From an optimization exercise on the open Yosys and OpenROAD flow, aimed at small area, a short achievable clock period and few clock cycles per item; shortcuts taken in it are not production practice. In this exercise RTL edits were held to simulation tests only and were not proved equivalent to the original. Power and IR drop assume default switching activity.

### flow/config.mk
export PLATFORM = sky130hd
export DESIGN_NAME = lcsa_encoder
export DESIGN_NICKNAME = lcsa_encoder
export VERILOG_FILES = /design/flow/design.v
export SDC_FILE = /design/flow/constraint.sdc
export NUM_CORES = 4
export LEC_CHECK = 0
export ABC_CLOCK_PERIOD_IN_PS = 3000
export CAP_MARGIN = 20
export CORE_MARGIN = 2
export CORE_UTILIZATION = 60
export SLEW_MARGIN = 20
### flow/constraint.sdc
create_clock -name core_clock -period 10.0 [get_ports {clk}]
set_input_delay 2.0000 -clock core_clock [delete_from_list [all_inputs] [get_ports {clk}]]
set_output_delay 2.0000 -clock core_clock [all_outputs]
set_load 0.01 [all_outputs]
### flow/design.v
module lcsa_encoder (
    input  wire        clk,
    input  wire        rst,           
    input  wire        start,
    input  wire [31:0] len,           
    input  wire [31:0] spb,           
    input  wire [31:0] bits,          
    output wire        busy,
    output wire        s_valid,
    input  wire        s_ready,
    output wire [12:0] s_index,
    output wire [9:0]  s_trits,       
    output wire [63:0] s_time,
    output wire        s_last,
    output wire        done,
    output wire        done_err,
    output wire [2:0]  done_code,
    output wire [3:0]  done_cause,
    output wire [13:0] done_n,
    output wire [7:0]  done_half
);
    reg         busy_r, done_r, sv_r, last_r;
    reg         err_r;
    reg         cap_r;               
    reg         sec_r;               
    reg  [13:0] e_r;                 
    reg         tb_r, tnb_r, tf_r, tfnb_r, tman_r, tami_r;    
    reg         th_r, tm_r;          
    reg  [3:0]  tl_r;                
    reg  [51:0] tfrac_r;
    reg  [8:0]  s_r;                 
    reg         s_one;               
    reg  [31:0] bsh;                 
    reg  [8:0]  j_r;                 
    reg         lj_r;                
    reg  [4:0]  i_r;                 
    reg  [4:0]  lrem;                
    reg         pol_r;               
    reg         f_r;                 
    reg         xf_r;
    reg  [6:0]  w_r;                 
    reg  [7:0]  vn_r;                
    reg  [2:0]  xc_r;                
    reg         run_r;               
    reg         prm_r;               
    reg  [5:0]  dcnt;
    reg  [53:0] aq;
    reg         c_r;
    reg  [7:0]  ar;
    reg  [53:0] dq;
    reg  [7:0]  dr;
    reg  [4:0]  xa;                  
    wire accept  = start && !busy_r;
    wire len_le0 = len[31] || (len == 32'd0);
    wire spb_le0 = spb[31] || (spb == 32'd0);
    wire len_big = (len[30:6] != 25'd0) || (len[5] && (len[4:0] != 5'd0));
    wire spb_big = (spb[30:9] != 22'd0) || (spb[8] && (spb[7:0] != 8'd0));
    wire chk_err = len_le0 || spb_le0 || len_big || spb_big;
    wire chk_cap = !len_le0 && !spb_le0;
    wire chk_sec = chk_cap ? !len_big : !len_le0;
    wire [8:0] s_div = {s_r[8:2], s_r[1] | s_one, s_r[0] & !s_one};
    wire [8:0] sm1   = s_r - 9'd1;                
    reg [7:0] r_init;                             
    reg [3:0] p_len;                              
    integer k;
    always @(*) begin
        r_init = 8'd1;
        p_len  = 4'd0;
        for (k = 0; k < 8; k = k + 1)
            if (sm1[k]) begin
                r_init = 8'd1 << k;
                p_len  = k[3:0] + 4'd1;
            end
    end
    function [8:0] dstep;                         
        input [7:0] r;
        input [8:0] s;
        reg   [9:0] d;
        begin
            d     = {1'b0, r, 1'b0} - {1'b0, s};
            dstep = d[9] ? {1'b0, r[6:0], 1'b0} : {1'b1, d[7:0]};
        end
    endfunction
    wire [8:0] st1 = dstep(dr, s_div);
    function [54:0] add55;
        input [54:0] a;
        input [54:0] b;
        input        cin;
        reg   [54:0] g, p, gg, pp;
        integer l, i, j;
        begin
            g  = a & b;
            p  = a ^ b;
            gg = g;
            pp = p;
            gg[0] = g[0] | (p[0] & cin);
            for (l = 0; l < 6; l = l + 1)
                for (i = 0; i < 55; i = i + 1)
                    if ((i >> l) & 1) begin
                        j = ((i >> l) << l) - 1;
                        gg[i] = gg[i] | (pp[i] & gg[j]);
                        pp[i] = pp[i] & pp[j];
                    end
            add55 = p ^ {gg[53:0], cin};
        end
    endfunction
    wire [54:0] qs    = add55({1'b0, aq}, {1'b0, dq}, c_r);
    wire        xo    = xf_r;
    wire [9:0]  nsx   = ~{1'b0, s_r};
    wire [9:0]  cs1s  = {2'b0, ar} ^ {2'b0, dr} ^ nsx;
    wire [9:0]  cs1c  = ({2'b0, ar} & {2'b0, dr}) | (({2'b0, ar} | {2'b0, dr}) & nsx);
    wire [9:0]  cs2s  = {2'b0, ar} ^ {2'b0, dr} ^ {1'b0, s_r};
    wire [9:0]  cs2c  = ({2'b0, ar} & {2'b0, dr}) | (({2'b0, ar} | {2'b0, dr}) & {1'b0, s_r});
    wire [8:0]  rn0   = {1'b0, ar} + {1'b0, dr};         
    wire [9:0]  rn1   = cs1s + {cs1c[8:0], 1'b1};        
    wire        rc    = !rn1[9];                         
    wire [9:0]  rn0s  = cs2s + {cs2c[8:0], 1'b0};        
    wire [7:0]  ar_n  = rc ? rn1[7:0] : rn0[7:0];
    wire [7:0]  ar_h  = !qs[0] ? rn0[8:1] : rc ? rn1[8:1] : rn0s[8:1];
    wire [9:0]  dr_h  = dq[0] ? ({1'b0, s_r} + {2'd0, dr}) : {2'd0, dr};
    wire [52:0] mrnd  = aq[53:1] + {52'd0, aq[0] | c_r};
    wire        wrap   = lj_r;
    wire [8:0]  j_inc  = j_r + 9'd1;
    wire [8:0]  j_n    = wrap ? 9'd0 : j_inc;
    wire [4:0]  i_n    = wrap ? i_r + 5'd1 : i_r;
    wire [31:0] bsh_n  = wrap ? {1'b0, bsh[31:1]} : bsh;
    wire [4:0]  lrem_n = wrap ? lrem - 5'd1 : lrem;
    wire        pol_n  = (wrap && bsh[0]) ? !pol_r : pol_r;
    wire        f_n    = wrap ? (s_r[8:1] != 8'd0) : (f_r && (j_inc[7:0] != s_r[8:1]));
    wire        lj_n   = wrap ? s_one : (j_inc == sm1);
    wire        x0s    = xf_r && !wrap && (i_r == 5'd0);
    wire [6:0]  w_n    = x0s ? {w_r[5:0], vn_r[6]} : w_r;
    wire [2:0]  xc_n   = x0s ? xc_r - 3'd1 : xc_r;
    wire        xf_n   = lj_n ? ((i_n & (i_n + 5'd1)) == 5'd0)
                              : ((i_n == 5'd0) && (xc_n != 3'd0) && (j_n == {2'd0, w_n}));
    wire mv    = sv_r && s_ready;
    wire ld    = run_r && !last_r && (!sv_r || s_ready);
    wire acc   = ld || prm_r;                
    always @(posedge clk) begin
        if (rst) begin
            busy_r <= 1'b0;
            sv_r   <= 1'b0;
            done_r <= 1'b0;
        end else if (!busy_r) begin
            done_r <= accept && chk_err;
            busy_r <= accept && !chk_err;
            sv_r   <= accept && !chk_err;
        end else begin
            done_r <= mv && last_r;
            busy_r <= !(mv && last_r);
            if (ld)
                sv_r <= 1'b1;
            else if (mv)
                sv_r <= 1'b0;
        end
    end
    always @(posedge clk) begin
        if (accept) begin
            err_r <= chk_err;
            cap_r <= chk_cap;
            sec_r <= chk_sec;
        end
    end
    always @(posedge clk) begin
        if (!busy_r) begin
            e_r     <= 14'd0;
            tb_r    <= bits[0];
            tnb_r   <= !bits[0];
            tf_r    <= (spb[8:1] != 8'd0);
            tfnb_r  <= (spb[8:1] != 8'd0) && !bits[0];
            tman_r  <= !(bits[0] ^ (spb[8:1] != 8'd0));
            tami_r  <= 1'b0;
            last_r  <= (len[5:0] == 6'd1) && (spb[8:0] == 9'd1);
            th_r    <= 1'b0;
            tm_r    <= 1'b0;
            tl_r    <= 4'd0;
            tfrac_r <= 52'd0;
            s_r     <= spb[8:0];
            s_one   <= (spb[8:0] == 9'd1);
            bsh     <= bits;
            j_r     <= 9'd0;
            lj_r    <= (spb[8:0] == 9'd1);
            i_r     <= 5'd0;
            lrem    <= len[4:0] - 5'd1;
            pol_r   <= 1'b0;
            f_r     <= (spb[8:1] != 8'd0);
            xf_r    <= 1'b0;
        end else begin
            if (mv)
                e_r <= e_r + 14'd1;
            if (ld) begin
                tb_r    <= bsh[0];
                tnb_r   <= !bsh[0];
                tf_r    <= f_r;
                tfnb_r  <= f_r && !bsh[0];
                tman_r  <= !(bsh[0] ^ f_r);
                tami_r  <= bsh[0] && pol_r;
                last_r  <= lj_r && (lrem == 5'd0);
                th_r    <= xa[4];
                tm_r    <= !xa[4];
                tl_r    <= xa[3:0];
                tfrac_r <= mrnd[51:0];
            end
            if (acc) begin
                bsh     <= bsh_n;
                j_r     <= j_n;
                lj_r    <= lj_n;
                i_r     <= i_n;
                lrem    <= lrem_n;
                pol_r   <= pol_n;
                f_r     <= f_n;
                xf_r    <= xf_n;
            end
        end
    end
    always @(posedge clk) begin
        if (!busy_r) begin
            run_r <= 1'b0;
            prm_r <= 1'b0;
            dcnt  <= 6'd55;
            aq    <= 54'd0;
            c_r   <= 1'b0;
            ar    <= 8'd0;
        end else begin
            prm_r <= 1'b0;
            if (!run_r && !prm_r) begin
                dcnt <= dcnt - 6'd1;
                if (dcnt == 6'd55) begin
                    dr   <= r_init;
                    xa   <= 5'd15 - {1'b0, p_len};
                    vn_r <= sm1[7:0];
                    w_r  <= 7'd1;
                    xc_r <= (p_len == 4'd0) ? 3'd0 : p_len[2:0] - 3'd1;
                end else begin
                    dq <= {dq[52:0], st1[8]};
                    dr <= st1[7:0];
                    if (!vn_r[7])
                        vn_r <= {vn_r[6:0], 1'b0};
                end
                if (dcnt == 6'd1)
                    prm_r <= 1'b1;
            end
            if (prm_r)
                run_r <= 1'b1;
            if (acc) begin
                w_r  <= w_n;
                xc_r <= xc_n;
                if (x0s)
                    vn_r <= {vn_r[7], vn_r[5:0], 1'b0};
                if (xo) begin
                    aq  <= qs[54:1];
                    c_r <= qs[0] && rc;
                    ar  <= ar_h;
                    dq  <= {1'b0, dq[53:1]};
                    dr  <= dr_h[8:1];
                    xa  <= xa + 5'd1;
                end else begin
                    aq  <= qs[53:0];
                    c_r <= rc;
                    ar  <= ar_n;
                end
            end
        end
    end
    assign busy       = busy_r;
    assign s_valid    = sv_r;
    assign s_index    = e_r[12:0];
    assign s_trits    = {tami_r, tb_r, tman_r, 1'b1, tfnb_r, tf_r, tnb_r, 1'b1, 1'b0, tb_r};
    assign s_time     = {1'b0, th_r, {6{tm_r}}, tl_r, tfrac_r};
    assign s_last     = last_r;
    assign done       = done_r;
    assign done_err   = err_r;
    assign done_code  = {cap_r, 1'b0, !cap_r};
    assign done_cause = {1'b0, cap_r, sec_r, !sec_r};
    assign done_n     = e_r;
    assign done_half  = s_r[8:1];
endmodule
### flow/flow/run.sh
#!/bin/bash
set -o pipefail
export SETUP_SLACK_MARGIN=6.7
export BUFFER_PORTS_ARGS="-buffer_cell sky130_fd_sc_hd__buf_2"
bash standard.sh > standard.log 2>&1
### flow/standard.sh
#!/bin/bash
# synth_recipe.tcl (not shown) runs the flow's synth.tcl, then flattens the netlist and writes it again
# the make line also repeats each setting of config.mk as NAME=value (left out here)
make -C /OpenROAD-flow-scripts/flow DESIGN_CONFIG=/design/flow/config.mk WORK_HOME=/design/flow/orfs CLKGATE_MAP_FILE= SYNTH_SCRIPT=/design/flow/synth_recipe.tcl "${@:-finish}"
==> results.ini, run 1 <==
[yosys]
ys_ff_latch = 306
yosys.area.top_type = edfxtp_1
synthDistinctLibCells = 86
synth_commonest_cells = nand2_1, nor2_1, dfxtp_1
synth_most_common_cell = nand2_1
synth-edff-count = 143
synthArstFlopShare_pct = 0
synth_area_per_cell_um2 = 8.817
yosysWarnings = 1
syn_inst = 2278
synthFlopType = dfxtp_1
yosysSeqAreaShare_pct = 37.63
netlist_area_um2 = 20090
synth.top_cell.area_share_pct = 21.38
synthTopCellsByArea = edfxtp_1, dfxtp_1, ha_1

[cts]
clockBufferDepth = 3
clk_pin_slew_worst_paths_ns = 0.06
root_buffer = clkbuf_16
htree_levels = 2
cts_hold_buf = 0
numClockSinks = 306
cts_tree = built
clk_latency_ns = 0.52
cts_made_buffers = 35

[route]
avgRoutedWirePerCell_um = 18.97
drt_wl_total_um = 56100
route.detailed.drc = 0
drtAntennaViolNets = 0
wl_met1_um = 24330
route.met3.wl_um = 3558
num_vias = 17930
wl_met2_um = 26530
top_layer = met4
firstDrtPassIters = 6
drt_iter0_drc = 1355
vias_per_cell = 6.063

[worst_setup_path]
crit_slowest_cell = edfxtp_1
critPathLaunchType = flop
cp_cell_sequence = fa_2, fa_2, a211oi_2, o211ai_1, a211oi_2, a211oi_2, a21oi_4, buf_12, a21oi_4, a21o_1, or3_1, a32o_1
reg2regPathDepth = 12
worst-setup-path-type = flop to flop
crit_arrival_ns = 3.81
max_stage_delay_ns = 0.43
end_kind = flop
reg2reg_from = dq[0]
worstPathMaxFanout = 7
crit_top_cell = a211oi_2
r2r-end = aq[40]
rrSetupSlack_ns = 6.60
required_ns = 10.41

[floorplan]
core_um2 = 33280
num_io_pins = 221
die_area_um2 = 34960
fp.dieW_um = 187.0
die_height_um = 187.0
initial_utilization_pct = 60.35
num_rows = 67

[job]
maxCapViolCount = 0

[layout]
area.growth.synth_to_final_pct = 18.86
diodes = 0
layout-drive-gt1-share_pct = 21.35
fin_area_um2 = 23870
nNetsFinal = 2726
fin_util_pct = 71.74

[sta]
rsz0062_at_grt = yes
setup_viol = 0
tns_ns = 0
timing.final.crit_share_pct = 34.00
skew_ns = 0.01346
slew_viol_final = 0
max-slew-margin-rel_pct = 32.87
finalCriticalPeriod_ns = 3.400
hold_violations = 0
worst_pin_slew_ns = 1.007
whs_ns = 0.4507
clock.fmax_mhz = 294.1

[power]
power_mw = 2.768
leakage_nw = 9.698
irDropWorstVdd_mv = 0.1433
p_per_area_nw_per_um2 = 116.0

[placement]
place.gp.congestion = 0.9152
hpwl_um = 35330
placed_cell_area_um2 = 21180
port_buffers = 214

[grt]
grt_max_degree = 84
grt_pass1_wl_um = 87460
grt_pass1_vias = 16980
track_usage_pct = 30.51
antenna_found_initial = 1
grt-ovfl-total = 0

[worst_hold_path]
hold_start = th_r
hold_path_depth = 2
whs_endpoint = th_r
min_path_type = flop to flop

[run_status]
status = timing/DRC/antenna clean

[worst max path at each step]
| stage | from | cells after the start | slack, ns | end |
|---|---|---|---|---|
| after CTS | dq[0] | 12 | 6.62 | aq[40] |
| after detailed placement | s_ready | 9 | 4.98 | xa[0] |
| final | dq[0] | 12 | 6.60 | aq[40] |
| after global routing | dq[0] | 12 | 6.45 | aq[40] |
| after global placement | s_ready | 9 | 5.04 | xa[0] |
| after floorplan | spb[14] | 6 | 6.44 | busy_r |
[layer usage]
metal | track usage [%] | up-vias
li1 | - | 8532
met1 | 40.89 | 8617
met2 | 50.73 | 658
met3 | 4.128 | 126
met4 | 10.93 | 0
met5 | 0 | -
[sequential cells by signal, summed over array words and instances, names as in the netlist, 6 cells and up]
signal / flops
aq: 54
ar: 8
bsh: 32
dcnt: 6
dq: 54
dr: 8
e_r: 14
j_r: 9
s_r: 9
tfrac_r: 52
vn_r: 8
w_r: 7
[logic make-up (layout without fill, tap and decap cells)]
family | after synthesis | count (layout) | synth area share, %
AOI/OAI and AO/OA | 563 | 563 | 18.33
xor gates and xnor gates | 165 | 165 | 7.195
muxes | 70 | 70 | 3.725
adders and majority gates | 142 | 142 | 9.892
DFF | 306 | 306 | 37.63
and+or+nand+nor | 783 | 787 | 17.67
other | 2 | 6 | 0.03739
buffers and inverters | 247 | 471 | 5.519
[what timing repair did]
item / in CTS / in global routing
gates cloned: 10 / 2
resized for setup: 68 / 79
buffers inserted: 34 / 45
setup endpoints to repair: 177 / 95
endpoints found under the hold margin: 0 / 0
pin swaps: 34 / 53
[through the flow]
step	setup slack, ns	instances
final	6.600	2958
after global routing	6.448	2958
after CTS	6.618	2911
after detailed placement	4.984	2804
after global placement	5.045	2804
after floorplan	6.441	2282
[power breakdown]
part	internal, mW	switching [mW]	leakage (nW)
combinational	0.0804	0.0858	6.66
sequential	1.32	0.00758	2.49
clock	0.747	0.532	0.557
total	2.14	0.625	9.70
[layout by cell type (no fill, tap or decap), drive strengths merged, types with 12 or more instances in the layout]
master  instances
clkbuf         53
ha            114
fa             28
nor4           16
nand3          50
nor2b          19
a21o           35
nor2          251
a311oi         12
o21bai         13
xor2           73
mux2i          35
a21oi         133
buf           305
mux2           35
dfxtp         163
and3           25
nor3           38
a31oi          59
inv            98
o211ai         16
nand2         284
o21ai         120
nand4          23
or3            27
edfxtp        143
a211oi         66
xnor2          92
nand2b         16
[final cells by class]
class                      count  area [µm²]
fill                        2638        9407
timing repair buffer         312        2097
inverter                      96       367.9
clock inverter                12       112.6
clock buffer                  51        1028
multi-input combinational   1733       12140
tap                          448       560.5
sequential                   306        7567
[worst max-delay path: cells and delay by family (launching register included)]
kind,cells,cell delay (ns)
compound gates,8,1.63
fa+ha+maj,2,0.74
flops,1,0.43
simple gates,1,0.31
buf+inv,1,0.16
Testbench counts, summed over its fixed seeds: cycles 60,342, samples 57,598.
==> inputs of run 2 (changes only) <==
==> flow/flow/run.sh (replaced) <==
#!/bin/bash
set -o pipefail
export SETUP_SLACK_MARGIN=6
export BUFFER_PORTS_ARGS="-buffer_cell sky130_fd_sc_hd__buf_2"
bash standard.sh > standard.log 2>&1
==> results.ini, run 2 <==
[sta]
skew_ns = 0.01268  ; -0.0007818 ns
clock.fmax_mhz = 259.5  ; -12%
slew_viol_final = 0  ; unchanged
tns_ns = 0  ; unchanged
whs_ns = 0.4567  ; +0.005993 ns
finalCriticalPeriod_ns = 3.853  ; +0.4533 ns
setup_viol = 0  ; unchanged
timing.final.crit_share_pct = 38.53  ; +4.5 points
max-slew-margin-rel_pct = 30.83  ; -2.0 points
rsz0062_at_grt = no
worst_pin_slew_ns = 1.038  ; +0.03064 ns
hold_violations = 0  ; unchanged

[floorplan]
core_um2 = 33280  ; unchanged
fp.dieW_um = 187.0  ; unchanged
die_height_um = 187.0  ; unchanged
die_area_um2 = 34960  ; unchanged
num_rows = 67  ; unchanged
num_io_pins = 221  ; unchanged
initial_utilization_pct = 60.35  ; unchanged

[layout]
layout-drive-gt1-share_pct = 15.57  ; -5.8 points
layout.cells.non_filler = 2888  ; -2.4%
top_regs = aq (54), dq (54), tfrac_r (52)
fin_util_pct = 67.82  ; -3.9 points
nNetsFinal = 2655  ; -2.6%
area.growth.synth_to_final_pct = 12.38
final_common_cell = nand2_1
diodes = 0  ; unchanged
final_cell_mix = nand2_1, nor2_1, buf_2

[yosys]
synth_area_per_cell_um2 = 8.817  ; unchanged
yosysSeqAreaShare_pct = 37.63  ; unchanged
synth.top_cell.area_share_pct = 21.38  ; unchanged
ys_ff_latch = 306  ; unchanged
yosys.area.top_type = edfxtp_1
netlist_area_um2 = 20090  ; unchanged
syn_inst = 2278  ; unchanged
synthArstFlopShare_pct = 0  ; unchanged
synth-edff-count = 143  ; unchanged
synth_commonest_cells = nand2_1, nor2_1, dfxtp_1
synth_most_common_cell = nand2_1
synthTopCellsByArea = edfxtp_1, dfxtp_1, ha_1
synthDistinctLibCells = 86  ; unchanged
synthFlopType = dfxtp_1
yosysWarnings = 1  ; unchanged

[cts]
numClockSinks = 306  ; unchanged
clockBufferDepth = 3  ; unchanged
cts_tree = built
clk_pin_slew_worst_paths_ns = 0.06  ; about the same
clk_latency_ns = 0.53  ; about the same
htree_levels = 2  ; unchanged
root_buffer = clkbuf_16
cts_made_buffers = 36  ; +2.9%

[worst_setup_path]
worst-path-buf-inv = 3  ; +2
worst-setup-path-type = input pin to flop
crit_arrival_ns = 4.10  ; +0.29 ns
crit_slowest_cell = buf_4
critPathLaunchType = input pin
cp_cell_sequence = buf_2, nor2b_1, nand2b_4, nand2b_2, buf_4, nand2_4, buf_16, nor2_1, o21ai_0, o211ai_1
max_stage_delay_ns = 0.36  ; -0.07 ns
end_kind = flop
required_ns = 10.25  ; -0.16 ns
worstPathMaxFanout = 66  ; +59
cp_top_family = simple AND/OR/NAND/NOR gates

[placement]
place.gp.congestion = 0.9090  ; -0.68%
port_buffers = 214  ; unchanged
hpwl_um = 35890  ; +1.6%
dp_cells = 2808  ; +0.14%

[route]
avgRoutedWirePerCell_um = 18.18  ; -4.2%
vias_per_cell = 5.987  ; -1.2%
drtAntennaViolNets = 0  ; unchanged
firstDrtPassIters = 5  ; -1
route.detailed.drc = 0  ; unchanged
num_vias = 17290  ; -3.6%
drt_wl_total_um = 52490  ; -6.4%
drt_iter0_drc = 1294  ; -4.5%

[power]
clock_power_share_pct = 47.3  ; +1.1 points
leakage_nw = 9.124  ; -5.9%
switching_share_pct = 22.03  ; -0.54 points
switching_power_mw = 0.6174  ; -1.2%
combPwrFrac_pct = 5.4  ; -0.6 points
seqPwrFrac_pct = 47.3  ; -0.5 points
p_per_area_nw_per_um2 = 124.2  ; +7.1%
intPower_mw = 2.185  ; +1.9%
irDropWorstVdd_mv = 0.1205  ; -16%
power_mw = 2.803  ; +1.2%

[job]
maxCapViolCount = 0  ; unchanged

[grt]
grt_pass1_vias = 16610  ; -2.2%
grt-ovfl-total = 0  ; unchanged
grt_pass1_wl_um = 85630  ; -2.1%
antenna_found_initial = 0  ; -1
grt_max_degree = 115  ; +37%
track_usage_pct = 29.64  ; -0.86 points

[worst_hold_path]
min_path_type = flop to flop

[run_status]
status = timing/DRC/antenna clean

-- run 2: cell counts after synthesis --
No cell type changed its count.
-- run 2: worst reg2reg max path: cells and delay by family, from the launching register on --
family,cells,cell delay [ns]
AO/OA/AOI/OAI,7,1.51
XOR/XNOR,1,0.22
adder cells (fa/ha/maj),3,1.22
buffers and inverters,1,0.09
flip-flops,1,0.41
AND/OR/NAND/NOR,1,0.08
-- run 2: final cells by class --
type	instances	area [µm²]
tap	448	560.5
fill	2799	10710
timing repair buffer	242	1335
clock buffer	55	1116
sequential	306	7562
clock inverter	10	86.33
inverter	96	362.8
multi-input combinational	1731	11550
-- run 2: kinds of logic (layout without fill, tap and decap cells) --
logic type	after synthesis	count (layout)	share of synthesized area, %
AND/OR/NAND/NOR	783	784	17.67
AO/OA/AOI/OAI	563	564	18.33
flip-flops	306	306	37.63
buffers and inverters	247	403	5.519
XOR/XNOR	165	165	7.195
adder cells (fa/ha/maj)	142	142	9.892
multiplexers	70	70	3.725
other	2	6	0.03739
-- run 2: worst paths after layout --
| check | startpoint | endpoint | slack, ns | cells after the start |
|---|---|---|---|---|
| setup / recovery | s_ready | xa[2] | 6.15 | 10 |
| hold / removal | tl_r[2] | tl_r[2] | 0.46 | 2 |
| setup reg to reg | dq[0] | aq[32] | 6.33 | 13 |
| hold reg to reg | tl_r[2] | tl_r[2] | 0.46 | 2 |
-- run 2: power groups by stage --
stage / Sequential, mW / Clock (mW) / Combinational [mW]
final: 1.33 / 1.33 / 0.151
after global routing: 1.33 / 1.40 / 0.169
after CTS: 1.33 / 1.35 / 0.147
after detailed placement: 1.35 / 0 / 0.143
after global placement: 1.35 / 0 / 0.139
after floorplan: 1.35 / 0 / 0.102
-- run 2: routing by layer --
metal  GRT usage (%)  vias to the layer above  part of all wire [%]
li1                -                     8392                     -
met1           40.80                     8249                    45
met2           49.37                      556                    47
met3           3.508                       93                   6.3
met4           8.608                        0                   2.4
met5               0                        -                     0
-- run 2: stage by stage --
step | instance area [µm²] | worst slack, ns
floorplan | 20100 | 6.032
global placement | 21140 | 4.787
detailed placement | 21140 | 4.680
CTS | 22440 | 6.028
global route | 22570 | 6.025
finish | 22570 | 6.147
-- run 2: repair_timing --
action / CTS / global route
pin swaps: 2 / 2
resized for setup: 9 / 10
endpoints found under the setup margin: 150 / 62
cloned: 2 / 1
buffers inserted: 5 / 7
hold buffers: 0 / 0
==> inputs of run 3 (changes only) <==
==> flow/flow/run.sh (replaced) <==
#!/bin/bash
set -o pipefail
export SETUP_SLACK_MARGIN=6.4
export BUFFER_PORTS_ARGS="-buffer_cell sky130_fd_sc_hd__buf_2"
bash standard.sh > standard.log 2>&1
==> results.ini, run 3 <==
[run_status]
status = timing/DRC/antenna clean

[placement]
place.gp.congestion = 0.9091  ; about the same
hpwl_um = 35590  ; -0.82%
port_buffers = 214  ; unchanged

[worst_setup_path]
reg2regPathDepth = 16  ; +3
required_ns = 8.00  ; -2.25 ns
r2r-end = ar[6]
worstPathMaxFanout = 32  ; -52%
worst-setup-path-type = flop to primary output
reg2reg_from = dr[1]
end_kind = primary output
critPathLaunchType = flop
rrSetupSlack_ns = 6.50  ; +0.17 ns
crit_arrival_ns = 1.55  ; -2.55 ns

[yosys]
synth_commonest_cells = nand2_1, nor2_1, dfxtp_1
synthDistinctLibCells = 86  ; unchanged
syn_inst = 2278  ; unchanged
synthFlopType = dfxtp_1
synth_area_per_cell_um2 = 8.817  ; unchanged
synthArstFlopShare_pct = 0  ; unchanged
ys_ff_latch = 306  ; unchanged
synthTopCellsByArea = edfxtp_1, dfxtp_1, ha_1
synth-edff-count = 143  ; unchanged
yosys.area.top_type = edfxtp_1
yosysWarnings = 1  ; unchanged
synth_most_common_cell = nand2_1
netlist_area_um2 = 20090  ; unchanged
synth.top_cell.area_share_pct = 21.38  ; unchanged
yosysSeqAreaShare_pct = 37.63  ; unchanged

[grt]
grt_pass1_wl_um = 83500  ; -2.5%
track_usage_pct = 29.05  ; -0.60 points
grt_pass1_vias = 16470  ; -0.85%
grt_max_degree = 82  ; -29%
grt-ovfl-total = 0  ; unchanged
antenna_found_initial = 0  ; unchanged

[route]
top_layer = met4
wl_met1_um = 22800  ; -2.7%
route.met3.wl_um = 3451  ; +4.8%
drt_wl_total_um = 52070  ; -0.81%
vias_per_cell = 5.982  ; about the same
wl_met2_um = 24210  ; -1.1%
drtAntennaViolNets = 0  ; unchanged
firstDrtPassIters = 5  ; unchanged
drt_iter0_drc = 1230  ; -4.9%
avgRoutedWirePerCell_um = 17.99  ; -1.0%
route.detailed.drc = 0  ; unchanged
num_vias = 17310  ; +0.13%

[sta]
slew_viol_final = 0  ; unchanged
timing.final.crit_share_pct = 35.46  ; -3.1 points
skew_ns = 0.01621  ; +0.003531 ns
max-slew-margin-rel_pct = 40.12  ; +9.3 points
worst_pin_slew_ns = 0.8982  ; -0.1393 ns
hold_violations = 0  ; unchanged
tns_ns = 0  ; unchanged
rsz0062_at_grt = yes
setup_viol = 0  ; unchanged
finalCriticalPeriod_ns = 3.546  ; -0.3075 ns
clock.fmax_mhz = 282.0  ; +8.7%

[layout]
area.growth.synth_to_final_pct = 13.67
final_cell_mix = nand2_1, nor2_1, buf_2
diodes = 0  ; unchanged
final.fill_count = 2713  ; -3.1%
regArea_um2 = 7562  ; unchanged
nNetsFinal = 2660  ; +0.19%
top_regs = aq (54), dq (54), tfrac_r (52)
final_common_cell = nand2_1
layout-drive-gt1-share_pct = 16.23  ; +0.66 points
multi_input_area_um2 = 11620  ; +0.61%

[worst_hold_path]
hold_path_depth = 2  ; unchanged
hold_start = tl_r[1]
min_path_type = flop to flop
whs_endpoint = tl_r[1]

[cts]
clk_latency_ns = 0.53  ; about the same
clk_pin_slew_worst_paths_ns = 0.06  ; about the same
cts_tree = built
numClockSinks = 306  ; unchanged
root_buffer = clkbuf_16
htree_levels = 2  ; unchanged
cts_made_buffers = 36  ; unchanged
cts_hold_buf = 0  ; unchanged
clockBufferDepth = 3  ; unchanged

[floorplan]
initial_utilization_pct = 60.35  ; unchanged
num_rows = 67  ; unchanged
die_area_um2 = 34960  ; unchanged
fp.dieW_um = 187.0  ; unchanged
die_height_um = 187.0  ; unchanged
core_um2 = 33280  ; unchanged
num_io_pins = 221  ; unchanged

[power]
irDropWorstVdd_mv = 0.1122  ; -6.9%
power_mw = 2.834  ; +1.1%
leakage_nw = 9.245  ; +1.3%
p_per_area_nw_per_um2 = 124.1  ; about the same

[job]
maxCapViolCount = 0  ; unchanged

run 3: cell counts after synthesis:
Identical to the previous run, type by type.
run 3: kinds of logic (layout without fill, tap and decap cells):
group | Yosys count | in the layout | share of synthesized area (%)
muxes | 70 | 70 | 3.725
buffers and inverters | 247 | 411 | 5.519
and+or+nand+nor | 783 | 783 | 17.67
AOI/OAI and AO/OA | 563 | 563 | 18.33
xor gates and xnor gates | 165 | 165 | 7.195
other | 2 | 6 | 0.03739
DFF | 306 | 306 | 37.63
adders and majority gates | 142 | 142 | 9.892
run 3: area by class of cell:
cell class / count / area share [%]
multi-input cells: 1729 / 50.89
flip-flops and latches: 306 / 33.12
repair buffers: 249 / 6.571
clock buffers: 51 / 4.691
well taps: 448 / 2.455
inverters: 96 / 1.589
clock inverters: 15 / 0.6850
run 3: worst max path at each step:
stage               startpoint      to  slack (ns)  depth (start not counted)
finish                  busy_r    busy        6.45                          2
global route             dr[1]   ar[6]        6.24                         16
CTS                      dq[0]  aq[32]        6.40                         13
detailed placement     s_ready   dr[1]        4.64                          9
global placement       s_ready   dr[1]        4.77                          9
floorplan              spb[14]    sv_r        6.42                          6
run 3: power by group:
group / switching, mW / internal, mW / total [mW]
logic: 0.0796 / 0.0722 / 0.152
registers: 0.00792 / 1.32 / 1.32
clock network: 0.532 / 0.825 / 1.36
total: 0.620 / 2.21 / 2.83
run 3: what timing repair did:
item                       in CTS  in global routing
cloned                          3                  0
setup endpoints to repair     193                 88
pin swaps                       5                  6
gates resized for setup        22                 18
setup buffers                  12                  6
run 3: metal layers:
layer  global-route usage, %  up-vias
met1                   38.29     8185
li1                        -     8412
met4                   10.78        0
met3                   4.203      123
met2                   48.67      592
met5                       0        -
run 3: stage by stage:
step | instances | instance area, µm² | hold slack (ns) | util, % | setup WS, ns
6_report | 2894 | 22830 | 0.4536 | 68.60 | 6.454
5_1_grt | 2894 | 22830 | 0.4778 | 68.60 | 6.240
4_1_cts | 2888 | 22710 | 0.4546 | 68.25 | 6.403
3_5_place_dp | 2807 | 21160 | 0.4472 | 63.59 | 4.644
3_3_place_gp | 2807 | 21160 | 0.4475 | 63.59 | 4.767
2_1_floorplan | 2282 | 20130 | 0.4323 | - | 6.419
run 3: worst max-delay path, stage by stage, from the launching register on:
cell,delay (ns)
dfxtp_4,0.57
buf_16,0.25
buf_2,0.17
==> inputs of run 4 (changes only) <==
--- a/flow/config.mk
+++ b/flow/config.mk
@@ -10,3 +10,3 @@
 export CORE_MARGIN = 2
-export CORE_UTILIZATION = 60
+export CORE_UTILIZATION = 45
 export SLEW_MARGIN = 20
==> results.ini, run 4 <==
[run_status]
status = timing/DRC/antenna clean

[yosys]
netlist_area_um2 = 20090  ; unchanged
synth_commonest_cells = nand2_1, nor2_1, dfxtp_1
synthDistinctLibCells = 86  ; unchanged
synth-edff-count = 143  ; unchanged
ys_ff_latch = 306  ; unchanged
yosysSeqAreaShare_pct = 37.63  ; unchanged
syn_inst = 2278  ; unchanged
synthArstFlopShare_pct = 0  ; unchanged
synthFlopType = dfxtp_1
yosys.area.top_type = edfxtp_1
synthXorXnorAreaFrac_pct = 7.195  ; unchanged
synthTopCellsByArea = edfxtp_1, dfxtp_1, ha_1
synth_simple_gate_area_share_pct = 17.67  ; unchanged
synth_top_family_by_area = compound AO/OA/AOI/OAI gates
synth_compound_area_share_pct = 18.33  ; unchanged
synth_fa_ha_area_share_pct = 9.892  ; unchanged
yosysWarnings = 1  ; unchanged
synthMuxAreaShare_pct = 3.725  ; unchanged
synth_area_per_cell_um2 = 8.817  ; unchanged
synth_most_common_cell = nand2_1
synth.top_cell.area_share_pct = 21.38  ; unchanged

[sta]
hold_violations = 0  ; unchanged
worst_pin_slew_ns = 0.9825  ; +0.08432 ns
max-slew-margin-rel_pct = 34.50  ; -5.6 points
rsz0062_at_grt = yes
timing.final.crit_share_pct = 34.80  ; -0.66 points
finalCriticalPeriod_ns = 3.480  ; -0.06612 ns
setup_viol = 0  ; unchanged
skew_ns = 0.01824  ; +0.002025 ns
clock.fmax_mhz = 287.4  ; +1.9%
tns_ns = 0  ; unchanged
slew_viol_final = 0  ; unchanged
whs_ns = 0.4498  ; -0.003837 ns

[grt]
track_usage_pct = 23.35  ; -5.7 points
grt_max_degree = 107  ; +30%
grt_pass1_wl_um = 88290  ; +5.7%
antenna_found_initial = 0  ; unchanged
grt-ovfl-total = 0  ; unchanged
grt_pass1_vias = 16690  ; +1.3%

[worst_setup_path]
worstPathMaxFanout = 30  ; -6.3%
critPathLaunchType = input pin
required_ns = 10.28  ; +2.28 ns
worst-setup-path-type = input pin to flop
end_kind = flop
crit_arrival_ns = 3.76  ; +2.21 ns

[floorplan]
num_rows = 77  ; +15%
core_um2 = 44120  ; +33%
num_io_pins = 221  ; unchanged
die_height_um = 215.3  ; +15%
die_area_um2 = 46340  ; +33%
initial_utilization_pct = 45.52  ; -15 points
fp.dieW_um = 215.3  ; +15%

[power]
leakage_nw = 9.256  ; +0.12%
switching_power_mw = 0.6459  ; +4.2%
clock_power_share_pct = 47.5  ; -0.4 points
intPower_mw = 2.174  ; -1.8%
power_mw = 2.820  ; -0.49%
switching_share_pct = 22.90  ; +1.0 points
p_per_area_nw_per_um2 = 122.0  ; -1.7%
seqPwrFrac_pct = 47.0  ; +0.3 points
combPwrFrac_pct = 5.5  ; about the same
irDropWorstVdd_mv = 0.1173  ; +4.6%

[route]
drt_iter0_drc = 1351  ; +9.8%
route.met3.wl_um = 3224  ; -6.6%
wl_met1_um = 24430  ; +7.2%
route.detailed.drc = 0  ; unchanged
avgRoutedWirePerCell_um = 18.13  ; +0.77%
drtAntennaViolNets = 0  ; unchanged
vias_per_cell = 5.680  ; -5.1%
firstDrtPassIters = 7  ; +2
top_layer = met4
wl_met2_um = 26440  ; +9.2%
drt_wl_total_um = 55390  ; +6.4%
num_vias = 17350  ; +0.23%

[layout]
fin_util_pct = 52.38  ; -16 points
final_common_cell = nand2_1
diodes = 0  ; unchanged
top_regs = aq (54), dq (54), tfrac_r (52)
final.fill_count = 4206  ; +55%
final_cell_mix = nand2_1, nor2_1, buf_2
area.growth.synth_to_final_pct = 15.06
layout-drive-gt1-share_pct = 17.17  ; +0.94 points
layout.cells.non_filler = 3055  ; +5.6%
nNetsFinal = 2677  ; +0.64%

[placement]
place.gp.congestion = 0.8683  ; -4.5%
port_buffers = 214  ; unchanged
hpwl_um = 37100  ; +4.2%
dp_cells = 2951  ; +5.1%

[cts]
cts_tree = built
numClockSinks = 306  ; unchanged
clk_latency_ns = 0.56  ; +0.03 ns
htree_levels = 2  ; unchanged
clk_pin_slew_worst_paths_ns = 0.06  ; about the same
cts_hold_buf = 0  ; unchanged
cts_made_buffers = 38  ; +5.6%
root_buffer = clkbuf_16
clockBufferDepth = 3  ; unchanged

[worst_hold_path]
min_path_type = flop to flop

[job]
maxCapViolCount = 0  ; unchanged

==> run 4: final timing paths <==
check / startpoint / to / slack, ns / depth (start not counted)
max: s_ready / dr[3] / 6.52 / 9
min: th_r / th_r / 0.45 / 2
max reg2reg: dq[0] / aq[53] / 6.57 / 14
min reg2reg: th_r / th_r / 0.45 / 2
==> run 4: repair_timing <==
| action | CTS | global route |
|---|---|---|
| buffers inserted | 13 | 21 |
| endpoints found under the setup margin | 158 | 46 |
| cloned | 1 | 1 |
| pin swaps | 6 | 20 |
| resized for setup | 20 | 33 |
| endpoints found under the hold margin | 0 | 0 |
==> run 4: per-stage QoR <==
step           worst slack, ns  instance area, µm²
2_1_floorplan            6.419               20130
3_3_place_gp             4.710               21330
3_5_place_dp             4.582               21330
4_1_cts                  6.407               22770
5_1_grt                  6.311               23110
6_report                 6.521               23110
==> run 4: logic make-up (layout without fill, tap and decap cells) <==
group / count (synthesis) / after routing
simple gates: 783 / 783
other cells: 2 / 6
fa+ha+maj: 142 / 142
mux: 70 / 70
flops: 306 / 306
compound gates: 563 / 563
buf+inv: 247 / 428
xor+xnor: 165 / 165
==> run 4: cell type report <==
type                    count  area [µm²]  share of cell area [%]
clock buffers              55        1087                   4.705
clock inverters            13       100.1                  0.4331
inverters                  96       374.1                   1.619
multi-input cells        1729       11680                   50.54
flip-flops and latches    306        7562                   32.72
well taps                 592       740.7                   3.205
repair buffers            264        1567                   6.778
==> run 4: critical path: stages <==
cell and delay, ns:
buf_2 0.12, nor2b_2 0.20, nor2b_4 0.07, nor2_4 0.23
buf_12 0.26, nor2_1 0.15, buf_4 0.24, a221oi_1 0.28
a22oi_1 0.15
==> run 4: routing by layer <==
layer  track usage, %  vias up
met2            39.75      548
met1            30.60     8278
met5                0        -
met3            3.708       92
li1                 -     8434
met4            6.759        0
==> run 4: power groups by stage <==
stage / sequential, mW / combinational [mW] / clock, mW
6_report: 1.33 / 0.156 / 1.34
5_1_grt: 1.33 / 0.174 / 1.42
4_1_cts: 1.33 / 0.149 / 1.37
3_5_place_dp: 1.35 / 0.143 / 0
3_3_place_gp: 1.35 / 0.141 / 0
2_1_floorplan: 1.35 / 0.102 / 0
==> inputs of run 5 (changes only) <==
==> flow/flow/run.sh (replaced) <==
#!/bin/bash
set -o pipefail
export SETUP_SLACK_MARGIN=6.55
export BUFFER_PORTS_ARGS="-buffer_cell sky130_fd_sc_hd__buf_2"
bash standard.sh > standard.log 2>&1
==> results.ini, run 5 <==
[yosys]
ys_ff_latch = 306  ; unchanged
syn_inst = 2278  ; unchanged
synth_most_common_cell = nand2_1
synth_top_family_by_area = compound AO/OA/AOI/OAI gates
synth-edff-count = 143  ; unchanged
synth_compound_area_share_pct = 18.33  ; unchanged
netlist_area_um2 = 20090  ; unchanged
synthXorXnorAreaFrac_pct = 7.195  ; unchanged
synth_area_per_cell_um2 = 8.817  ; unchanged
synthFlopType = dfxtp_1
synthArstFlopShare_pct = 0  ; unchanged
synth_fa_ha_area_share_pct = 9.892  ; unchanged
synth_simple_gate_area_share_pct = 17.67  ; unchanged
synth.top_cell.area_share_pct = 21.38  ; unchanged
synthDistinctLibCells = 86  ; unchanged
synthTopCellsByArea = edfxtp_1, dfxtp_1, ha_1
yosys.area.top_type = edfxtp_1
yosysWarnings = 1  ; unchanged
synthMuxAreaShare_pct = 3.725  ; unchanged
yosysSeqAreaShare_pct = 37.63  ; unchanged
synth_commonest_cells = nand2_1, nor2_1, dfxtp_1

[worst_setup_path]
reg2regPathDepth = 15  ; +1
worst-setup-path-type = flop to flop
worstPathMaxFanout = 5  ; -83%
r2r-end = aq[36]
crit_start = dq[0]
required_ns = 10.48  ; +0.20 ns
crit_arrival_ns = 3.99  ; +0.23 ns
critPathLaunchType = flop
end_kind = flop
critPathCapture = aq[36]
rrSetupSlack_ns = 6.49  ; -0.08 ns
reg2reg_from = dq[0]

[layout]
nNetsFinal = 2696  ; +0.71%
diodes = 0  ; unchanged
area.growth.synth_to_final_pct = 17.72
final_common_cell = nand2_1
layout.cells.non_filler = 3073  ; +0.59%
top_regs = aq (54), dq (54), tfrac_r (52)
fin_area_um2 = 23650  ; +2.3%
layout-drive-gt1-share_pct = 19.19  ; +2.0 points
final_cell_mix = nand2_1, nor2_1, buf_2

[job]
maxCapViolCount = 0  ; unchanged

[placement]
dp_cells = 2948  ; -0.10%
post-place-ws_ns = 4.597  ; +0.01520 ns
port_buffers = 214  ; unchanged
place.gp.congestion = 0.8874  ; +2.2%
hpwl_um = 36880  ; -0.58%
placed_cell_area_um2 = 21340  ; about the same

[floorplan]
num_rows = 77  ; unchanged
fp.dieW_um = 215.3  ; unchanged
initial_utilization_pct = 45.52  ; unchanged
core_um2 = 44120  ; unchanged
num_io_pins = 221  ; unchanged
die_height_um = 215.3  ; unchanged
die_area_um2 = 46340  ; unchanged

[route]
drt_iter0_drc = 1184  ; -12%
drt_wl_total_um = 55920  ; +0.95%
drtAntennaViolNets = 0  ; unchanged
firstDrtPassIters = 5  ; -2
num_vias = 17500  ; +0.87%
avgRoutedWirePerCell_um = 18.20  ; +0.36%
vias_per_cell = 5.696  ; +0.28%
route.detailed.drc = 0  ; unchanged

[grt]
grt_pass1_vias = 16890  ; +1.2%
track_usage_pct = 23.42  ; +0.075 points
grt-ovfl-total = 0  ; unchanged
grt_max_degree = 131  ; +22%
grt_pass1_wl_um = 88420  ; +0.15%
antenna_found_initial = 0  ; unchanged

[sta]
max-slew-margin-rel_pct = 30.83  ; -3.7 points
layout_setup_ws_ns = 6.490  ; -0.03053 ns
timing.final.crit_share_pct = 35.10  ; +0.31 points
hold_violations = 0  ; unchanged
setup_viol = 0  ; unchanged
worst_pin_slew_ns = 1.038  ; +0.05504 ns
clock.fmax_mhz = 284.9  ; -0.87%
rsz0062_at_grt = yes
finalCriticalPeriod_ns = 3.510  ; +0.03053 ns
skew_ns = 0.02126  ; +0.003027 ns
tns_ns = 0  ; unchanged
slew_viol_final = 0  ; unchanged

[worst_hold_path]
hold_start = tfrac_r[0]
min_path_type = flop to flop

[cts]
cts_made_buffers = 37  ; -2.6%
htree_levels = 2  ; unchanged
numClockSinks = 306  ; unchanged
root_buffer = clkbuf_16
clk_pin_slew_worst_paths_ns = 0.06  ; about the same
cts_hold_buf = 0  ; unchanged
cts_tree = built
clockBufferDepth = 3  ; unchanged
clk_latency_ns = 0.56  ; about the same

[power]
irDropWorstVdd_mv = 0.1240  ; +5.7%
p_per_area_nw_per_um2 = 119.6  ; -2.0%
leakage_nw = 9.497  ; +2.6%
power_mw = 2.828  ; +0.28%

[run_status]
status = timing/DRC/antenna clean

## run 5: metal layers
layer | wire length [µm] | GRT usage (%)
met2 | 26140 | 38.94
met1 | 24720 | 31.06
met3 | 3524 | 3.425
met5 | 0 | 0
met4 | 1536 | 8.368
## run 5: cells by family (layout without fill, tap and decap cells)
logic type	Yosys count	count (layout)
AND/OR/NAND/NOR	783	784
other	2	6
flip-flops	306	306
buffers and inverters	247	445
multiplexers	70	70
AO/OA/AOI/OAI	563	563
adder cells (fa/ha/maj)	142	142
XOR/XNOR	165	165
## run 5: how the worst min path moves through the flow
stage / endpoint / slack (ns) / cells past startpoint
5_1_grt: tfrac_r[0] / 0.50 / 2
6_report: tfrac_r[0] / 0.46 / 2
3_5_place_dp: tfrac_r[1] / 0.46 / 2
3_3_place_gp: th_r / 0.45 / 2
4_1_cts: tfrac_r[1] / 0.47 / 2
2_1_floorplan: tami_r / 0.43 / 2
## run 5: cell type report
class	count	area, µm²
clock inverters	7	91.34
multi-input cells	1730	11950
clock buffers	59	1114
flip-flops and latches	306	7562
well taps	592	740.7
inverters	96	371.6
fillers	4111	20480
repair buffers	283	1815
## run 5: critical path, stage by stage (launching register included)
cell and delay [ns]:
edfxtp_1 0.42, fa_2 0.37, fa_2 0.37, a211oi_2 0.25, o211ai_1 0.22, a211oi_2 0.23, buf_4 0.17, a211oi_4 0.08
a21oi_4 0.25, buf_12 0.16, buf_12 0.11, nand2_8 0.06, xor2_2 0.17, o22ai_1 0.10, a311o_1 0.32, a21oi_1 0.16
## run 5: power breakdown
part           leakage, nW  switching [mW]  internal (mW)
Sequential            2.49         0.00817           1.32
Clock                0.590           0.551          0.794
Combinational         6.42          0.0823         0.0758
## run 5: per-stage QoR
step                hold WS [ns]  utilization [%]
floorplan                 0.4323                -
global placement          0.4487            48.37
detailed placement        0.4598            48.37
CTS                       0.4678            52.11
global route              0.4993            53.59
finish                    0.4606            53.59
## run 5: timing repair
item	4_1_cts	5_1_grt
buffers inserted	23	32
pin swaps	13	35
setup endpoints to repair	197	134
resized for setup	43	71
cloned	3	1
==> inputs of run 6 (changes only) <==
==> flow/flow/run.sh (replaced) <==
#!/bin/bash
set -o pipefail
export SETUP_SLACK_MARGIN=6.55
export BUFFER_PORTS_ARGS="-buffer_cell sky130_fd_sc_hd__buf_1"
bash standard.sh > standard.log 2>&1
--- a/flow/config.mk
+++ b/flow/config.mk
@@ -10,3 +10,3 @@
 export CORE_MARGIN = 2
-export CORE_UTILIZATION = 45
+export CORE_UTILIZATION = 60
 export SLEW_MARGIN = 20
==> results.ini, run 6 <==
[run_status]
status = timing/DRC/antenna clean

[yosys]
yosysSeqAreaShare_pct = 37.63  ; unchanged
syn_inst = 2278  ; unchanged
synthTopCellsByArea = edfxtp_1, dfxtp_1, ha_1
ys_ff_latch = 306  ; unchanged
yosys.area.top_type = edfxtp_1
synth.top_cell.area_share_pct = 21.38  ; unchanged
synthDistinctLibCells = 86  ; unchanged
synth-edff-count = 143  ; unchanged
synth_commonest_cells = nand2_1, nor2_1, dfxtp_1
netlist_area_um2 = 20090  ; unchanged
synth_most_common_cell = nand2_1
yosysWarnings = 1  ; unchanged
synth_area_per_cell_um2 = 8.817  ; unchanged
synthFlopType = dfxtp_1
synthArstFlopShare_pct = 0  ; unchanged

[layout]
diodes = 0  ; unchanged
final_common_cell = nand2_1
multi_input_area_um2 = 11970  ; +0.19%
final.fill_count = 2752  ; -33%
area.growth.synth_to_final_pct = 15.01
regArea_um2 = 7564  ; about the same
nNetsFinal = 2695  ; -0.037%
top_regs = aq (54), dq (54), tfrac_r (52)
final_cell_mix = nand2_1, nor2_1, buf_1
layout-drive-gt1-share_pct = 10.68  ; -8.5 points

[grt]
grt_pass1_wl_um = 86460  ; -2.2%
grt-ovfl-total = 0  ; unchanged
grt_pass1_vias = 16920  ; +0.17%
track_usage_pct = 30.02  ; +6.6 points
antenna_found_initial = 0  ; unchanged
grt_max_degree = 108  ; -18%

[cts]
root_buffer = clkbuf_16
cts_hold_buf = 0  ; unchanged
htree_levels = 2  ; unchanged
cts_made_buffers = 36  ; -2.7%
cts_tree = built
clk_latency_ns = 0.54  ; -0.02 ns
clk_pin_slew_worst_paths_ns = 0.06  ; about the same
clockBufferDepth = 3  ; unchanged
numClockSinks = 306  ; unchanged

[worst_hold_path]
min_path_type = flop to flop
hold_path_depth = 2  ; unchanged
hold_start = tl_r[1]
whs_endpoint = tl_r[1]

[sta]
worst_pin_slew_ns = 1.071  ; +0.03312 ns
max-slew-margin-rel_pct = 28.62  ; -2.2 points
tns_ns = 0  ; unchanged
hold_violations = 0  ; unchanged
whs_ns = 0.4587  ; -0.001914 ns
setup_viol = 0  ; unchanged
clock.fmax_mhz = 284.8  ; about the same
finalCriticalPeriod_ns = 3.512  ; +0.001620 ns
timing.final.crit_share_pct = 35.12  ; about the same
slew_viol_final = 0  ; unchanged
skew_ns = 0.02264  ; +0.001373 ns
rsz0062_at_grt = yes

[power]
combPwrFrac_pct = 5.5  ; about the same
irDropWorstVdd_mv = 0.1455  ; +17%
intPower_mw = 2.135  ; -2.4%
seqPwrFrac_pct = 48.2  ; +1.3 points
switching_power_mw = 0.6170  ; -3.9%
leakage_nw = 8.759  ; -7.8%
switching_share_pct = 22.42  ; -0.27 points
p_per_area_nw_per_um2 = 119.1  ; -0.41%
clock_power_share_pct = 46.4  ; -1.1 points

[placement]
port_buffers = 214  ; unchanged
place.gp.congestion = 0.9159  ; +3.2%
hpwl_um = 35880  ; -2.7%

[route]
drt_wl_total_um = 54820  ; -2.0%
route.detailed.drc = 0  ; unchanged
avgRoutedWirePerCell_um = 18.72  ; +2.9%
firstDrtPassIters = 7  ; +2
drtAntennaViolNets = 0  ; unchanged
vias_per_cell = 6.044  ; +6.1%
drt_iter0_drc = 1258  ; +6.3%
num_vias = 17700  ; +1.1%

[floorplan]
die_height_um = 187.0  ; -13%
die_area_um2 = 34960  ; -25%
num_rows = 67  ; -13%
initial_utilization_pct = 60.35  ; +15 points
core_um2 = 33280  ; -25%
num_io_pins = 221  ; unchanged
fp.dieW_um = 187.0  ; -13%

[worst_setup_path]
crit_arrival_ns = 3.90  ; -0.09 ns
end_kind = flop
critPathLaunchType = flop
r2r-end = aq[49]
worst-setup-path-type = flop to flop
worstPathMaxFanout = 6  ; +1
rrSetupSlack_ns = 6.49  ; about the same
reg2reg_from = dq[0]
required_ns = 10.39  ; -0.09 ns
reg2regPathDepth = 14  ; -1

[job]
maxCapViolCount = 0  ; unchanged

==> run 6: cell count changes in the layout (fill, tap and decap cells not counted), moves of 4 or more <==
cell	change
clkbuf_8	-4
buf_2	-214
buf_1	+214
ha_4	-5
buf_6	+6
ha_1	+5
buf_12	-5
==> run 6: worst max path at each step <==
stage / endpoint / depth (start not counted) / slack [ns] / from
after floorplan: busy_r / 6 / 6.44 / spb[14]
after global placement: aq[42] / 9 / 4.93 / s_ready
after detailed placement: dq[19] / 8 / 4.86 / s_ready
after CTS: aq[46] / 13 / 6.37 / dq[0]
after global routing: aq[32] / 13 / 6.31 / dq[0]
final: aq[49] / 14 / 6.49 / dq[0]
==> run 6: power by group through the flow <==
| stage | registers [mW] | logic [mW] | clock network [mW] |
|---|---|---|---|
| after floorplan | 1.35 | 0.103 | 0 |
| after global placement | 1.35 | 0.134 | 0 |
| after detailed placement | 1.35 | 0.137 | 0 |
| after CTS | 1.33 | 0.147 | 1.29 |
| after global routing | 1.33 | 0.166 | 1.34 |
| final | 1.33 | 0.151 | 1.28 |
==> run 6: cells by family (layout without fill, tap and decap cells) <==
family	count (synthesis)	in the layout	synth area share (%)
buffers and inverters	247	445	5.519
XOR/XNOR	165	165	7.195
adder cells (fa/ha/maj)	142	142	9.892
AO/OA/AOI/OAI	563	563	18.33
multiplexers	70	70	3.725
other	2	6	0.03739
flip-flops	306	306	37.63
AND/OR/NAND/NOR	783	784	17.67
==> run 6: what timing repair did <==
| item | in CTS | in global routing |
|---|---|---|
| resized for setup | 68 | 60 |
| setup buffers | 37 | 16 |
| pin swaps | 44 | 42 |
| endpoints found under the setup margin | 203 | 109 |
| cloned | 3 | 2 |
==> run 6: metal layers <==
layer,global-route usage (%),routed length [µm],vias up
li1,-,-,8482
met2,50.79,25980,623
met4,9.402,1681,0
met3,3.884,3479,117
met5,0,0,-
met1,40.14,23680,8481
==> run 6: cell type report <==
class                   count  area share (%)
multi-input cells        1730           51.83
repair buffers            283           6.451
inverters                  96           1.592
well taps                 448           2.426
clock inverters             8          0.2546
flip-flops and latches    306           32.74
clock buffers              58           4.707
==> run 6: worst max-delay path, cell delays in order, from the launching register on <==
cell and delay [ns]:
edfxtp_1 0.45, fa_2 0.38, fa_2 0.38, a211oi_4 0.25, o211ai_1 0.22, a211oi_2 0.38
a211oi_2 0.16, a21oi_4 0.17, buf_12 0.15, buf_4 0.11, buf_6 0.09, o21ai_4 0.06
a211o_1 0.30, or3b_1 0.17, a311oi_1 0.08
==> run 6: stage by stage <==
step	cells	area, µm²	setup slack [ns]	util (%)	power [mW]
detailed placement	2805	20890	4.864	62.77	1.490
finish	2929	23100	6.488	69.41	2.752
CTS	2911	22690	6.372	68.17	2.766
global placement	2805	20890	4.934	62.77	1.486
floorplan	2282	20170	6.440	-	1.452
global route	2929	23100	6.313	69.41	2.836
==> inputs of run 7 (changes only) <==
==> flow/flow/run.sh (replaced) <==
#!/bin/bash
set -o pipefail
export SETUP_SLACK_MARGIN=6.4
export BUFFER_PORTS_ARGS="-buffer_cell sky130_fd_sc_hd__buf_1"
bash standard.sh > standard.log 2>&1
==> results.ini, run 7 <==
[power]
leakage_nw = 8.429  ; -3.8%
switching_power_mw = 0.6202  ; +0.52%
intPower_mw = 2.170  ; +1.7%
irDropWorstVdd_mv = 0.1384  ; -4.9%
seqPwrFrac_pct = 47.5  ; -0.7 points
clock_power_share_pct = 47.1  ; +0.7 points
combPwrFrac_pct = 5.4  ; about the same
p_per_area_nw_per_um2 = 124.0  ; +4.1%
switching_share_pct = 22.22  ; -0.20 points

[cts]
cts_tree = built
clk_pin_slew_worst_paths_ns = 0.06  ; about the same
htree_levels = 2  ; unchanged
root_buffer = clkbuf_16
numClockSinks = 306  ; unchanged
clk_latency_ns = 0.54  ; about the same
cts_made_buffers = 36  ; unchanged
clockBufferDepth = 3  ; unchanged

[worst_setup_path]
cp_cell_sequence = ha_2, nand4_1, a2111oi_4, a211oi_2, buf_4, a211oi_2, a21oi_4, buf_12, buf_4, o21ai_2, a211o_1, or3b_1, a311oi_1
worstPathMaxFanout = 9  ; +3
max_stage_delay_ns = 0.46  ; about the same
worst-path-buf-inv = 3  ; unchanged
crit_arrival_ns = 4.01  ; +0.11 ns
r2r-end = aq[49]
reg2reg_from = dq[14]
crit_slowest_cell = edfxtp_1
rrSetupSlack_ns = 6.42  ; -0.07 ns
cp_top_family = compound AO/OA/AOI/OAI gates
reg2regPathDepth = 13  ; -1
required_ns = 10.42  ; +0.03 ns
critPathLaunchType = flop
worst-setup-path-type = flop to flop
end_kind = flop

[grt]
grtUsageMet1_pct = 39.40  ; -0.74 points
grtUsageMet2_pct = 48.36  ; -2.4 points
track_usage_pct = 29.04  ; -0.98 points
antenna_found_initial = 0  ; unchanged
grt_max_degree = 109  ; +0.93%
grt_pass1_wl_um = 83950  ; -2.9%
grt_use_met3_pct = 3.677  ; -0.21 points
grt-busiest-layer = met2
grt_pass1_vias = 16380  ; -3.2%
grt-ovfl-total = 0  ; unchanged

[yosys]
netlist_area_um2 = 20090  ; unchanged
yosysWarnings = 1  ; unchanged
synth.top_cell.area_share_pct = 21.38  ; unchanged
synth_area_per_cell_um2 = 8.817  ; unchanged
synthArstFlopShare_pct = 0  ; unchanged
ys_ff_latch = 306  ; unchanged
yosys.area.top_type = edfxtp_1
synth-edff-count = 143  ; unchanged
synth_most_common_cell = nand2_1
synth_commonest_cells = nand2_1, nor2_1, dfxtp_1
syn_inst = 2278  ; unchanged
synthDistinctLibCells = 86  ; unchanged
yosysSeqAreaShare_pct = 37.63  ; unchanged
synthFlopType = dfxtp_1
synthTopCellsByArea = edfxtp_1, dfxtp_1, ha_1

[sta]
layout_setup_ws_ns = 6.415  ; -0.07302 ns
clock.fmax_mhz = 279.0  ; -2.0%
finalCriticalPeriod_ns = 3.585  ; +0.07302 ns
setup_viol = 0  ; unchanged
max-slew-margin-rel_pct = 42.56  ; +14 points
rsz0062_at_grt = yes
worst_pin_slew_ns = 0.8584  ; -0.2123 ns
slew_viol_final = 0  ; unchanged
hold_violations = 0  ; unchanged
timing.final.crit_share_pct = 35.85  ; +0.73 points
skew_ns = 0.02353  ; +0.0008948 ns
tns_ns = 0  ; unchanged

[run_status]
status = timing/DRC/antenna clean

[worst_hold_path]
whs_endpoint = th_r
hold_start = th_r
hold_path_depth = 2  ; unchanged
min_path_type = flop to flop

[route]
vias_per_cell = 5.988  ; -0.92%
route.detailed.drc = 0  ; unchanged
drtAntennaViolNets = 0  ; unchanged
drt_wl_total_um = 51650  ; -5.8%
firstDrtPassIters = 5  ; -2
drt_iter0_drc = 1098  ; -13%
num_vias = 17360  ; -1.9%
avgRoutedWirePerCell_um = 17.82  ; -4.8%

[placement]
place.gp.congestion = 0.8768  ; -4.3%
port_buffers = 214  ; unchanged
post-place-ws_ns = 5.114  ; +0.2505 ns
dp_cells = 2810  ; +0.18%
hpwl_um = 36070  ; +0.51%
placed_cell_area_um2 = 20910  ; about the same

[floorplan]
die_area_um2 = 34960  ; unchanged
core_um2 = 33280  ; unchanged
initial_utilization_pct = 60.35  ; unchanged
num_io_pins = 221  ; unchanged
num_rows = 67  ; unchanged
die_height_um = 187.0  ; unchanged
fp.dieW_um = 187.0  ; unchanged

[layout]
layout-drive-gt1-share_pct = 8.160  ; -2.5 points
area.growth.synth_to_final_pct = 12.00
nNetsFinal = 2666  ; -1.1%
final_cell_mix = nand2_1, nor2_1, buf_1
fin_area_um2 = 22500  ; -2.6%
layout.cells.non_filler = 2899  ; -1.0%
top_regs = aq (54), dq (54), tfrac_r (52)
final_common_cell = nand2_1
fin_util_pct = 67.60  ; -1.8 points
diodes = 0  ; unchanged

[job]
maxCapViolCount = 0  ; unchanged

[run 7: cell types whose count changed in the layout (fill, tap and decap cells not counted), moves of 4 or more]
cell / change
buf_4: -18
xnor2_1: +6
clkbuf_1: -8
xnor2_2: -6
clkinv_1: +4
buf_6: -6
[run 7: layer usage]
metal  vias up  routed length [µm]
met5         -                   0
met4         0                1538
met3        91                3326
met2       610               23920
met1      8239               22860
li1       8420                   -
[run 7: kinds of logic after synthesis]
kind of cell,share of synthesized area [%]
xor+xnor,7.195
other cells,0.03739
fa+ha+maj,9.892
buf+inv,5.519
simple gates,17.67
compound gates,18.33
mux,3.725
flops,37.63
[run 7: through the flow]
stage / power (mW) / hold WS (ns)
finish: 2.791 / 0.4527
detailed placement: 1.491 / 0.4463
global placement: 1.487 / 0.4395
CTS: 2.808 / 0.4545
global route: 2.881 / 0.4829
floorplan: 1.452 / 0.4323
[run 7: worst register-to-register path, delay by kind of cell, from the launching register on]
| family | cells | cell delay [ns] |
|---|---|---|
| AO/OA/AOI/OAI | 7 | 1.54 |
| adder cells (fa/ha/maj) | 1 | 0.46 |
| buffers and inverters | 3 | 0.47 |
| flip-flops | 1 | 0.46 |
| AND/OR/NAND/NOR | 2 | 0.56 |
[run 7: cell type report]
cell class	instances	area [µm²]
Inverter	96	365.4
Sequential cell	306	7564
Multi-Input combinational cell	1729	11660
Clock inverter	16	138.9
Tap cell	448	560.5
Fill cell	2791	10780
Clock buffer	49	1044
Timing Repair Buffer	255	1167
[run 7: power groups by stage]
stage	clock network, mW	logic (mW)	registers [mW]
detailed placement	0	0.138	1.35
finish	1.31	0.151	1.33
global placement	0	0.134	1.35
global route	1.39	0.167	1.33
CTS	1.34	0.142	1.33
floorplan	0	0.102	1.35
[run 7: how the worst max path moves through the flow]
stage | from | end | depth (start not counted)
2_1_floorplan | spb[14] | sv_r | 6
3_3_place_gp | s_ready | j_r[2] | 10
3_5_place_dp | s_ready | xa[0] | 8
4_1_cts | ar[0] | ar[0] | 15
5_1_grt | dq[14] | aq[49] | 13
6_report | dq[14] | aq[49] | 13
[run 7: what timing repair did]
action | CTS | global route
hold buffers | 0 | 0
cloned | 0 | 1
setup endpoints to repair | 171 | 87
gates resized for setup | 29 | 31
setup buffers | 7 | 16
pin swaps | 4 | 13

## afterwards: timing with drivers on the ports
No port has a modelled driver above. Below, the same layouts with a new extraction and two added sets of constraints. Step 1 sets driving cells, clkbuf_16 on the clock port and buf_2 on the other inputs (assumed; they add their load-dependent delay and slew). Step 2, shift: input delay + t, output delay - t, t = (earliest + latest rising clock arrival at the registers) / 2. This alone moves slack from input paths to output paths. Slacks: ideal ports / drivers / drivers and shift; pairs: ideal ports / drivers.
run	shift t [ns]	slack for setup (ns)	worst setup path at the end
run 1	0.577	6.600 / 6.600 / 6.171	input to register
run 2	0.573	6.147 / 6.170 / 5.597	input to register
run 3	0.581	6.454 / 6.399 / 5.933	input to register
run 4	0.603	6.521 / 6.491 / 5.949	input to register
run 5	0.610	6.490 / 6.490 / 6.059	input to register
run 6	0.585	6.488 / 6.488 / 5.990	input to register
run 7	0.577	6.415 / 6.415 / 5.898	input to register
After both steps setup and hold are still met in every run listed. For run 4, which loses most, drivers alone change the setup slack by -0.030 ns; drivers and shift together by -0.572 ns.
